This design comes from an exercise in tuning for small area, a short achievable clock period and few clock cycles per item on the open sky130 flow, not from production work. RTL that was checked went through simulation tests only; none was proved equivalent to the original. No activity file was given, so power comes from the tool's default toggle rates.

==> v11 <==
==> flow/design.v <==
module freq_counter (
    input  wire        clk,
    input  wire        rst,           
    input  wire        cmd_valid,
    output wire        cmd_ready,
    input  wire [7:0]  cmd_opc,
    input  wire [7:0]  cmd_sym,
    input  wire        in_valid,
    output wire        in_ready,
    input  wire [31:0] in_data,       
    input  wire [2:0]  in_nbytes,     
    input  wire        in_last,       
    input  wire        in_err,        
    output reg         done,
    output reg  [3:0]  err,
    output reg  [15:0] result,
    output reg         freq_valid
);
    localparam [7:0] OPC_NOP   = 8'h00;
    localparam [7:0] OPC_CLEAR = 8'h30;
    localparam [7:0] OPC_COUNT = 8'h31;
    localparam [7:0] OPC_READ  = 8'h32;
    localparam [7:0] OPC_TOTAL = 8'h33;
    localparam [3:0] ERR_NONE     = 4'd0;
    localparam [3:0] ERR_IO       = 4'd1;
    localparam [3:0] ERR_ILLEGAL  = 4'd4;
    localparam [3:0] ERR_OVERFLOW = 4'd7;
    localparam NR = 32;    
    localparam S  = 8;     
    localparam LW = 5;     
    localparam HW = 7;     
    localparam NX = 15;    
    reg  [2:0]  t;             
    reg  [3:0]  clr_cnt;       
    reg         streaming;     
    reg  [15:0] acc;           
    reg  [15:0] total;
    reg         in_ready_q;
    reg         cmd_ready_q;
    reg         slot_v;
    reg         slot_ill, slot_clear, slot_count, slot_read, slot_total;
    reg  [7:0]  slot_sym;
    reg  [31:0] slot_ring;     
    reg  [15:0] lan [0:3];     
    reg  [15:0] lbn [0:3];     
    reg         bq_v;          
    reg  [2:0]  bq_n;
    reg         bq_last, bq_err;
    reg         settle;        
    assign cmd_ready = cmd_ready_q;
    assign in_ready  = in_ready_q;
    wire cmd_fire = cmd_valid && cmd_ready_q;
    wire in_fire  = in_valid && in_ready_q;
    wire        c_read  = (cmd_opc == OPC_READ);
    wire        c_zsym  = (cmd_sym == 8'd0);
    wire        c_clear = c_zsym && (cmd_opc == OPC_CLEAR);
    wire        c_count = c_zsym && (cmd_opc == OPC_COUNT);
    wire        c_total = c_zsym && (cmd_opc == OPC_TOTAL);
    wire        c_nop   = c_zsym && (cmd_opc == OPC_NOP);
    wire        c_ill   = !(c_read || c_clear || c_count || c_total || c_nop);
    wire        near     = &acc[15:3];
    wire [16:0] acc_sum  = {1'b0, acc} + {14'd0, bq_n};
    wire        bq_cnt   = bq_v && !bq_err;
    wire        bq_end   = bq_v && (bq_err || bq_last || acc_sum[16]);
    wire        fail     = bq_v && (bq_err || acc_sum[16]);
    wire [HW-1:0]   tap_hi   [0:NR-1];
    wire [LW-1:0]   tap_low  [0:NR-1];
    wire [NR-1:0]   tap_hp;
    wire            clearing = (clr_cnt != 4'd0);
    reg  [4:0]      scan_r;          
    reg             svc_v;           
    reg  [7:0]      svc_bin;         
    genvar g, j, l;
    generate
        for (g = 0; g < NR; g = g + 1) begin : ring
            reg  [S*LW-1:0] low;      
            reg  [S-1:0]    pend;
            reg  [S*HW-1:0] hi;
            reg  [S-1:0]    hp;
            wire [LW:0]     sum   [0:S-1];
            for (j = 0; j < S; j = j + 1) begin : pos
                wire [3:0] hn;
                for (l = 0; l < 4; l = l + 1) begin : lane
                    assign hn[l] = lan[l][g/2] || lbn[l][(g%2)*8 + j];
                end
                wire [LW:0] v;
                if (j < S - 1) begin : mid
                    assign v = {pend[j], low[j*LW +: LW]};
                end else begin : head
                    assign v = {1'b0, low[j*LW +: LW]};
                end
                wire       san = hn[0] ^ hn[1] ^ hn[2];
                wire       can = (hn[0] & hn[1]) | (hn[0] & hn[2]) | (hn[1] & hn[2]);
                wire       v0n = ~v[0];
                wire       v1n = ~v[1];
                wire       s0n = v0n ^ hn[3] ^ san;
                wire       cbn = (v0n & hn[3]) | (v0n & san) | (hn[3] & san);
                wire       s1n = v1n ^ can ^ cbn;
                wire       ccn = (v1n & can) | (v1n & cbn) | (can & cbn);
                wire       cc  = ~ccn;
                assign sum[j][0] = ~s0n;
                assign sum[j][1] = ~s1n;
                wire       p23  = v[2] & v[3];
                wire       p234 = p23 & v[4];
                assign sum[j][2] = v[2] ^ cc;
                assign sum[j][3] = v[3] ^ (cc & v[2]);
                assign sum[j][4] = v[4] ^ (cc & p23);
                assign sum[j][5] = v[5] | (cc & p234);
            end
            wire [HW-1:0] hh = hi[(S-1)*HW +: HW];
            wire [HW:0]   hpfx;                  
            assign hpfx[0] = 1'b1;
            genvar q;
            for (q = 0; q < HW; q = q + 1) begin : hinc
                assign hpfx[q+1] = hpfx[q] & hh[q];
            end
            wire [HW-1:0] head_hi = hh ^ ({HW{pend[S-1]}} & hpfx[HW-1:0]);
            wire          head_hc = pend[S-1] & hpfx[HW];
            wire          scan_clr = svc_v && (svc_bin[7:3] == g);
            integer m;
            always @(posedge clk) begin
                for (m = 1; m < S; m = m + 1) begin
                    low[m*LW +: LW] <= sum[m-1][LW-1:0];
                    pend[m]         <= sum[m-1][LW];
                    hi[m*HW +: HW]  <= hi[(m-1)*HW +: HW];
                    hp[m]           <= hp[m-1];
                end
                if (scan_clr)
                    hp[2] <= 1'b0;
                if (clearing) begin
                    low[0 +: LW] <= {LW{1'b0}};
                    pend[0]      <= 1'b0;
                    hi[0 +: HW]  <= {HW{1'b0}};
                    hp[0]        <= 1'b0;
                end else begin
                    low[0 +: LW] <= sum[S-1][LW-1:0];
                    pend[0]      <= sum[S-1][LW];
                    hi[0 +: HW]  <= head_hi;
                    hp[0]        <= hp[S-1] || head_hc;
                end
            end
            assign tap_hi[g]   = hi[0 +: HW];
            assign tap_low[g]  = low[0 +: LW];
            assign tap_hp[g]   = hp[0];
        end
    endgenerate
    reg  [7:0] x_tag [0:NX-1];
    reg  [3:0] x_cnt [0:NX-1];       
    wire [NX-1:0] x_hit, x_free;
    genvar x;
    generate
        for (x = 0; x < NX; x = x + 1) begin : xs
            assign x_hit[x]  = (x_cnt[x] != 4'd0) && (x_tag[x] == svc_bin);
            assign x_free[x] = (x_cnt[x] == 4'd0);
        end
    endgenerate
    wire [NX-1:0] x_first = x_free & ~(x_free - 1'b1);
    wire          x_new   = svc_v && (x_hit == {NX{1'b0}});
    integer xi;
    always @(posedge clk) begin
        if (rst) scan_r <= 5'd0;
        else if (t == 3'd7) scan_r <= scan_r + 5'd1;
        svc_v   <= !rst && tap_hp[scan_r] && !clearing;
        svc_bin <= {scan_r, t};
        for (xi = 0; xi < NX; xi = xi + 1) begin
            if (clearing)
                x_cnt[xi] <= 4'd0;
            else if ((svc_v && x_hit[xi]) || (x_new && x_first[xi]))
                x_cnt[xi] <= x_cnt[xi] + 4'd1;
            if (x_new && x_first[xi])
                x_tag[xi] <= svc_bin;
        end
    end
    wire [3:0] rx_part [0:NX];
    assign rx_part[0] = 4'd0;
    generate
        for (x = 0; x < NX; x = x + 1) begin : xr
            assign rx_part[x+1] = rx_part[x] |
                                  ((x_cnt[x] != 4'd0 && x_tag[x] == slot_sym) ? x_cnt[x] : 4'd0);
        end
    endgenerate
    wire [3:0] rd_ext = rx_part[NX];
    wire aligned = (slot_sym[2:0] == t);
    wire idle    = !streaming && !bq_v && !settle && !clearing;
    wire exec    = slot_v && idle && (!slot_read || aligned);
    wire [HW+LW:0] rd_part [0:NR];
    assign rd_part[0] = {(HW+LW+1){1'b0}};
    generate
        for (g = 0; g < NR; g = g + 1) begin : rsel
            assign rd_part[g+1] = rd_part[g] |
                                  ({(HW+LW+1){slot_ring[g]}} & {tap_hp[g], tap_hi[g], tap_low[g]});
        end
    endgenerate
    wire [HW+LW:0] rd_ent = rd_part[NR];
    wire [3:0]  rd_top = rd_ext + {3'd0, rd_ent[HW+LW]};
    wire [15:0] rd_val = {rd_top, rd_ent[HW+LW-1:0]};
    wire       streaming_n = !rst && (streaming ? !(in_fire && (in_last || in_err)) && !bq_end
                                                : (exec && slot_count));
    wire       busy_n      = !rst && (streaming || bq_v || (exec && slot_count));
    wire [3:0] clr_cnt_n   = rst ? S[3:0] :
                             ((exec && (slot_count || slot_clear)) || fail) ? S[3:0] :
                             clearing ? clr_cnt - 4'd1 : 4'd0;
    wire [2:0] t_n         = rst ? 3'd0 : t + 3'd1;
    wire       slot_v_n    = !rst && (cmd_fire || (slot_v && !exec));
    wire       slot_read_n = cmd_fire ? c_read : slot_read;
    wire [2:0] slot_sym_n  = cmd_fire ? cmd_sym[2:0] : slot_sym[2:0];
    wire       exec_n      = slot_v_n && !busy_n && (clr_cnt_n == 4'd0) &&
                             (!slot_read_n || (slot_sym_n == t_n));
    always @(posedge clk) begin
        t           <= t_n;
        clr_cnt     <= clr_cnt_n;
        streaming   <= streaming_n;
        slot_v      <= slot_v_n;
        cmd_ready_q <= !slot_v_n || exec_n;
        in_ready_q  <= streaming_n && (clr_cnt_n <= 4'd1) && !(in_fire && near);
        if (cmd_fire) begin
            slot_ill   <= c_ill;
            slot_clear <= c_clear;
            slot_count <= c_count;
            slot_read  <= c_read;
            slot_total <= c_total;
            slot_sym   <= cmd_sym;
            slot_ring  <= 32'd1 << cmd_sym[7:3];
        end
    end
    integer k;
    always @(posedge clk) begin
        bq_v    <= !rst && in_fire;
        bq_n    <= in_nbytes;
        bq_last <= in_last;
        bq_err  <= in_err;
        settle  <= !rst && bq_v;
        for (k = 0; k < 4; k = k + 1) begin
            lan[k] <= (!rst && in_fire && !in_err && (in_nbytes > k)) ?
                      ~(16'd1 << in_data[8*k+4 +: 4]) : ~16'd0;
            lbn[k] <= ~(16'd1 << {in_data[8*k+3], t + 3'd1 - in_data[8*k +: 3]});
        end
    end
    always @(posedge clk) begin
        if (rst) begin
            acc        <= 16'd0;
            total      <= 16'd0;
            done       <= 1'b0;
            err        <= ERR_NONE;
            result     <= 16'd0;
            freq_valid <= 1'b0;
        end else begin
            done <= 1'b0;
            if (bq_cnt)
                acc <= acc_sum[15:0];
            if (bq_end) begin
                done <= 1'b1;
                err  <= bq_err ? ERR_IO : acc_sum[16] ? ERR_OVERFLOW : ERR_NONE;
                if (!fail) begin
                    result     <= acc_sum[15:0];
                    total      <= acc_sum[15:0];
                    freq_valid <= 1'b1;
                end else begin
                    result     <= 16'd0;
                    total      <= 16'd0;
                    freq_valid <= 1'b0;
                end
            end
            if (exec) begin
                done   <= !slot_count;
                err    <= slot_ill ? ERR_ILLEGAL : ERR_NONE;
                result <= 16'd0;
                if (!slot_ill) begin
                    if (slot_clear || slot_count) begin
                        total      <= 16'd0;
                        freq_valid <= 1'b0;
                    end
                    if (slot_count)
                        acc <= 16'd0;
                    if (slot_read)
                        result <= rd_val;
                    if (slot_total)
                        result <= total;
                end
            end
        end
    end
endmodule
==> flow/flow/run.sh <==
#!/bin/bash
set -euo pipefail
bash standard.sh SETUP_SLACK_MARGIN=5.4 finish > standard.log 2>&1
==> flow/standard.sh <==
#!/bin/bash
# synth_recipe.tcl (not shown) runs the flow's synth.tcl, then flattens the netlist and writes it again
# the make line also repeats each setting of config.mk as NAME=value (left out here)
make -C /OpenROAD-flow-scripts/flow DESIGN_CONFIG=/design/flow/config.mk WORK_HOME=/design/flow/orfs CLKGATE_MAP_FILE= SYNTH_SCRIPT=/design/flow/synth_recipe.tcl "${@:-finish}"
==> flow/config.mk <==
export PLATFORM = sky130hd
export DESIGN_NAME = freq_counter
export DESIGN_NICKNAME = freq_counter
export VERILOG_FILES = /design/flow/design.v
export SDC_FILE = /design/flow/constraint.sdc
export NUM_CORES = 8
export LEC_CHECK = 0
export CAP_MARGIN = 20
export CORE_MARGIN = 2
export CORE_UTILIZATION = 55
export CTS_CLUSTER_DIAMETER = 100
export CTS_CLUSTER_SIZE = 25
export PLACE_DENSITY = 0.65
export SETUP_SLACK_MARGIN = 5.0
export SLEW_MARGIN = 20
==> flow/constraint.sdc <==
create_clock -name core_clock -period 8.0 [get_ports {clk}]
set_input_delay 1.6000 -clock core_clock [delete_from_list [all_inputs] [get_ports {clk}]]
set_output_delay 1.6000 -clock core_clock [all_outputs]
set_load 0.01 [all_outputs]
==> inputs of v13, as changes to v11 <==
==> flow/design.v (replaced) <==
module freq_counter (
    input  wire        clk,
    input  wire        rst,           
    input  wire        cmd_valid,
    output wire        cmd_ready,
    input  wire [7:0]  cmd_opc,
    input  wire [7:0]  cmd_sym,
    input  wire        in_valid,
    output wire        in_ready,
    input  wire [31:0] in_data,       
    input  wire [2:0]  in_nbytes,     
    input  wire        in_last,       
    input  wire        in_err,        
    output reg         done,
    output reg  [3:0]  err,
    output reg  [15:0] result,
    output reg         freq_valid
);
    localparam [7:0] OPC_NOP   = 8'h00;
    localparam [7:0] OPC_CLEAR = 8'h30;
    localparam [7:0] OPC_COUNT = 8'h31;
    localparam [7:0] OPC_READ  = 8'h32;
    localparam [7:0] OPC_TOTAL = 8'h33;
    localparam [3:0] ERR_NONE     = 4'd0;
    localparam [3:0] ERR_IO       = 4'd1;
    localparam [3:0] ERR_ILLEGAL  = 4'd4;
    localparam [3:0] ERR_OVERFLOW = 4'd7;
    localparam NR = 32;    
    localparam S  = 8;     
    localparam LW = 5;     
    localparam HW = 11;    
    reg  [2:0]  t;             
    reg  [3:0]  clr_cnt;       
    reg         streaming;     
    reg  [15:0] acc;           
    reg  [15:0] total;
    reg         in_ready_q;
    reg         cmd_ready_q;
    reg         slot_v;
    reg         slot_ill, slot_clear, slot_count, slot_read, slot_total;
    reg  [7:0]  slot_sym;
    reg  [3:0]  lv;            
    reg  [4:0]  lg [0:3];      
    reg  [2:0]  lp [0:3];      
    reg         bq_v;          
    reg  [2:0]  bq_n;
    reg         bq_last, bq_err;
    reg         settle;        
    assign cmd_ready = cmd_ready_q;
    assign in_ready  = in_ready_q;
    wire cmd_fire = cmd_valid && cmd_ready_q;
    wire in_fire  = in_valid && in_ready_q;
    wire        c_read  = (cmd_opc == OPC_READ);
    wire        c_zsym  = (cmd_sym == 8'd0);
    wire        c_clear = c_zsym && (cmd_opc == OPC_CLEAR);
    wire        c_count = c_zsym && (cmd_opc == OPC_COUNT);
    wire        c_total = c_zsym && (cmd_opc == OPC_TOTAL);
    wire        c_nop   = c_zsym && (cmd_opc == OPC_NOP);
    wire        c_ill   = !(c_read || c_clear || c_count || c_total || c_nop);
    wire        near     = &acc[15:3];
    wire [16:0] acc_sum  = {1'b0, acc} + {14'd0, bq_n};
    wire        bq_cnt   = bq_v && !bq_err;
    wire        bq_ovf   = bq_cnt && acc_sum[16];
    wire        bq_end   = bq_v && (bq_err || bq_last || acc_sum[16]);
    wire        fail     = bq_v && (bq_err || acc_sum[16]);
    wire [HW-1:0]   tap_hi   [0:NR-1];
    wire [LW-1:0]   tap_low  [0:NR-1];
    wire            clearing = (clr_cnt != 4'd0);
    genvar g, j, l;
    generate
        for (g = 0; g < NR; g = g + 1) begin : ring
            reg  [S*LW-1:0] low;      
            reg  [S-1:0]    pend;
            reg  [S*HW-1:0] hi;
            wire [3:0]      hit   [0:S-1];
            wire [LW:0]     sum   [0:S-1];
            for (j = 0; j < S; j = j + 1) begin : pos
                for (l = 0; l < 4; l = l + 1) begin : lane
                    assign hit[j][l] = lv[l] && (lg[l] == g) && (lp[l] == j);
                end
                wire [LW:0] v;
                if (j < S - 1) begin : mid
                    assign v = {pend[j], low[j*LW +: LW]};
                end else begin : head
                    assign v = {1'b0, low[j*LW +: LW]};
                end
                wire [3:0] h  = hit[j];
                wire       sa = h[0] ^ h[1] ^ h[2];
                wire       ca = (h[0] & h[1]) | (h[0] & h[2]) | (h[1] & h[2]);
                wire       cb = (v[0] & h[3]) | (v[0] & sa) | (h[3] & sa);
                wire [LW:0] cy;
                assign sum[j][0] = v[0] ^ h[3] ^ sa;
                assign sum[j][1] = v[1] ^ ca ^ cb;
                assign cy[2]     = (v[1] & ca) | (v[1] & cb) | (ca & cb);
                genvar q;
                for (q = 2; q <= LW; q = q + 1) begin : rip
                    assign sum[j][q] = v[q] ^ cy[q];
                    if (q < LW) begin : c
                        assign cy[q+1] = v[q] & cy[q];
                    end
                end
            end
            wire [HW-1:0] head_hi = hi[(S-1)*HW +: HW] + {{(HW-1){1'b0}}, pend[S-1]};
            integer m;
            always @(posedge clk) begin
                for (m = 1; m < S; m = m + 1) begin
                    low[m*LW +: LW] <= sum[m-1][LW-1:0];
                    pend[m]         <= sum[m-1][LW];
                    hi[m*HW +: HW]  <= hi[(m-1)*HW +: HW];
                end
                if (clearing) begin
                    low[0 +: LW] <= {LW{1'b0}};
                    pend[0]      <= 1'b0;
                    hi[0 +: HW]  <= {HW{1'b0}};
                end else begin
                    low[0 +: LW] <= sum[S-1][LW-1:0];
                    pend[0]      <= sum[S-1][LW];
                    hi[0 +: HW]  <= head_hi;
                end
            end
            assign tap_hi[g]   = hi[0 +: HW];
            assign tap_low[g]  = low[0 +: LW];
        end
    endgenerate
    wire aligned = (slot_sym[2:0] == t);
    wire idle    = !streaming && !bq_v && !settle && !clearing;
    wire exec    = slot_v && idle && (!slot_read || aligned);
    wire [15:0] rd_val = {tap_hi[slot_sym[7:3]], tap_low[slot_sym[7:3]]};
    wire       streaming_n = !rst && (streaming ? !(in_fire && (in_last || in_err)) && !bq_end
                                                : (exec && slot_count));
    wire       busy_n      = !rst && (streaming || bq_v || (exec && slot_count));
    wire [3:0] clr_cnt_n   = rst ? S[3:0] :
                             ((exec && (slot_count || slot_clear)) || fail) ? S[3:0] :
                             clearing ? clr_cnt - 4'd1 : 4'd0;
    wire [2:0] t_n         = rst ? 3'd0 : t + 3'd1;
    wire       slot_v_n    = !rst && (cmd_fire || (slot_v && !exec));
    wire       slot_read_n = cmd_fire ? c_read : slot_read;
    wire [2:0] slot_sym_n  = cmd_fire ? cmd_sym[2:0] : slot_sym[2:0];
    wire       exec_n      = slot_v_n && !busy_n && (clr_cnt_n == 4'd0) &&
                             (!slot_read_n || (slot_sym_n == t_n));
    always @(posedge clk) begin
        t           <= t_n;
        clr_cnt     <= clr_cnt_n;
        streaming   <= streaming_n;
        slot_v      <= slot_v_n;
        cmd_ready_q <= !slot_v_n || exec_n;
        in_ready_q  <= streaming_n && (clr_cnt_n <= 4'd1) && !(in_fire && near);
        if (cmd_fire) begin
            slot_ill   <= c_ill;
            slot_clear <= c_clear;
            slot_count <= c_count;
            slot_read  <= c_read;
            slot_total <= c_total;
            slot_sym   <= cmd_sym;
        end
    end
    integer k;
    always @(posedge clk) begin
        bq_v    <= !rst && in_fire;
        bq_n    <= in_nbytes;
        bq_last <= in_last;
        bq_err  <= in_err;
        settle  <= !rst && bq_v;
        for (k = 0; k < 4; k = k + 1) begin
            lv[k] <= !rst && in_fire && !in_err && (in_nbytes > k);
            lg[k] <= in_data[8*k+3 +: 5];
            lp[k] <= t + 3'd1 - in_data[8*k +: 3];
        end
    end
    always @(posedge clk) begin
        if (rst) begin
            acc        <= 16'd0;
            total      <= 16'd0;
            done       <= 1'b0;
            err        <= ERR_NONE;
            result     <= 16'd0;
            freq_valid <= 1'b0;
        end else begin
            done <= 1'b0;
            if (bq_cnt)
                acc <= acc_sum[15:0];
            if (bq_end) begin
                done <= 1'b1;
                err  <= bq_err ? ERR_IO : acc_sum[16] ? ERR_OVERFLOW : ERR_NONE;
                if (!fail) begin
                    result     <= acc_sum[15:0];
                    total      <= acc_sum[15:0];
                    freq_valid <= 1'b1;
                end else begin
                    result     <= 16'd0;
                    total      <= 16'd0;
                    freq_valid <= 1'b0;
                end
            end
            if (exec) begin
                done   <= !slot_count;
                err    <= slot_ill ? ERR_ILLEGAL : ERR_NONE;
                result <= 16'd0;
                if (!slot_ill) begin
                    if (slot_clear || slot_count) begin
                        total      <= 16'd0;
                        freq_valid <= 1'b0;
                    end
                    if (slot_count)
                        acc <= 16'd0;
                    if (slot_read)
                        result <= rd_val;
                    if (slot_total)
                        result <= total;
                end
            end
        end
    end
endmodule
==> flow/run.sh (new file) <==
#!/bin/bash
# synth_recipe.tcl (not shown) runs the flow's synth.tcl, then flattens the netlist and writes it again
# the make line also repeats each setting of config.mk as NAME=value (left out here)
make -C /OpenROAD-flow-scripts/flow DESIGN_CONFIG=/design/flow/config.mk WORK_HOME=/design/flow/orfs CLKGATE_MAP_FILE= SYNTH_SCRIPT=/design/flow/synth_recipe.tcl finish
CTS_CLUSTER_DIAMETER = unset   (was 100)
CTS_CLUSTER_SIZE = unset   (was 25)
SETUP_SLACK_MARGIN = 4.7   (was 5.0)
removed: flow/flow/run.sh
removed: flow/standard.sh
==> qor summary <==
Outcome: v13 finished clean; v11 finished clean
All-layer global routing usage: v13 0.3024; v11 0.3016
Worst setup slack after layout: v13 4.402 ns; v11 4.983 ns
Fill cell count: v13 17300; v11 17710
Area used by sequential logic in the layout: v13 89750 sq um; v11 82680 sq um
Clock slew seen by the registers of the worst setup and hold paths: v13 0.07 ns; v11 0.09 ns
Mux cell area share after synthesis: v13 0.001825; v11 0.002872
Clock group: v13 20500 uW; v11 10500 uW
Fraction of power spent switching nets: v13 0.2316; v11 0.2407
Pwr Density: v13 257.8 nW/um^2; v11 222.8 nW/um^2
Post-synthesis adder-cell area fraction: v13 0.1841; v11 0.1502
Fraction of met1 tracks used by global routing: v13 0.3745; v11 0.4195
Number of distinct library cells after synthesis: v13 81; v11 71
Routability Congestion: v13 0.9791; v11 0.9565
Amount of wire on met2 after detailed routing: v13 182500 um; v11 154900 um
Delay of the slowest cell on the worst path: v13 0.56 ns; v11 0.37 ns
Testbench counts of v11, summed over its fixed seeds: cycles 28,776, bytes 62,843.
Function not checked in v13: the RTL went through the layout flow alone.

## separate check: timing with driven ports
The results above use ideal ports. As a check the final layouts listed here were re-extracted and re-timed, cells and wires unchanged.
Step 1 sets driving cells, clkbuf_16 on the clock port and buf_2 on the other inputs (assumed; they add their load-dependent delay and slew).
Step 2 also shifts input and output timing later by t, the mid clock arrival at the registers, as if the neighbouring blocks saw the same clock.
Slacks: ideal / step 1 / step 2; pairs: ideal / step 1.
| run | t (ns) | setup slack, ns | hold slack, ns |
|---|---|---|---|
| v11 | 0.988 | 4.983 / 4.878 / 4.508 | 0.309 / 0.309 / 0.309 |
| v13 | 1.011 | 4.402 / 4.402 / 3.957 | 0.237 / 0.237 / 0.237 |
After both steps every run listed still meets setup and hold. For v11, which loses most, drivers alone change the setup slack by -0.105 ns; drivers and shift together by -0.475 ns.
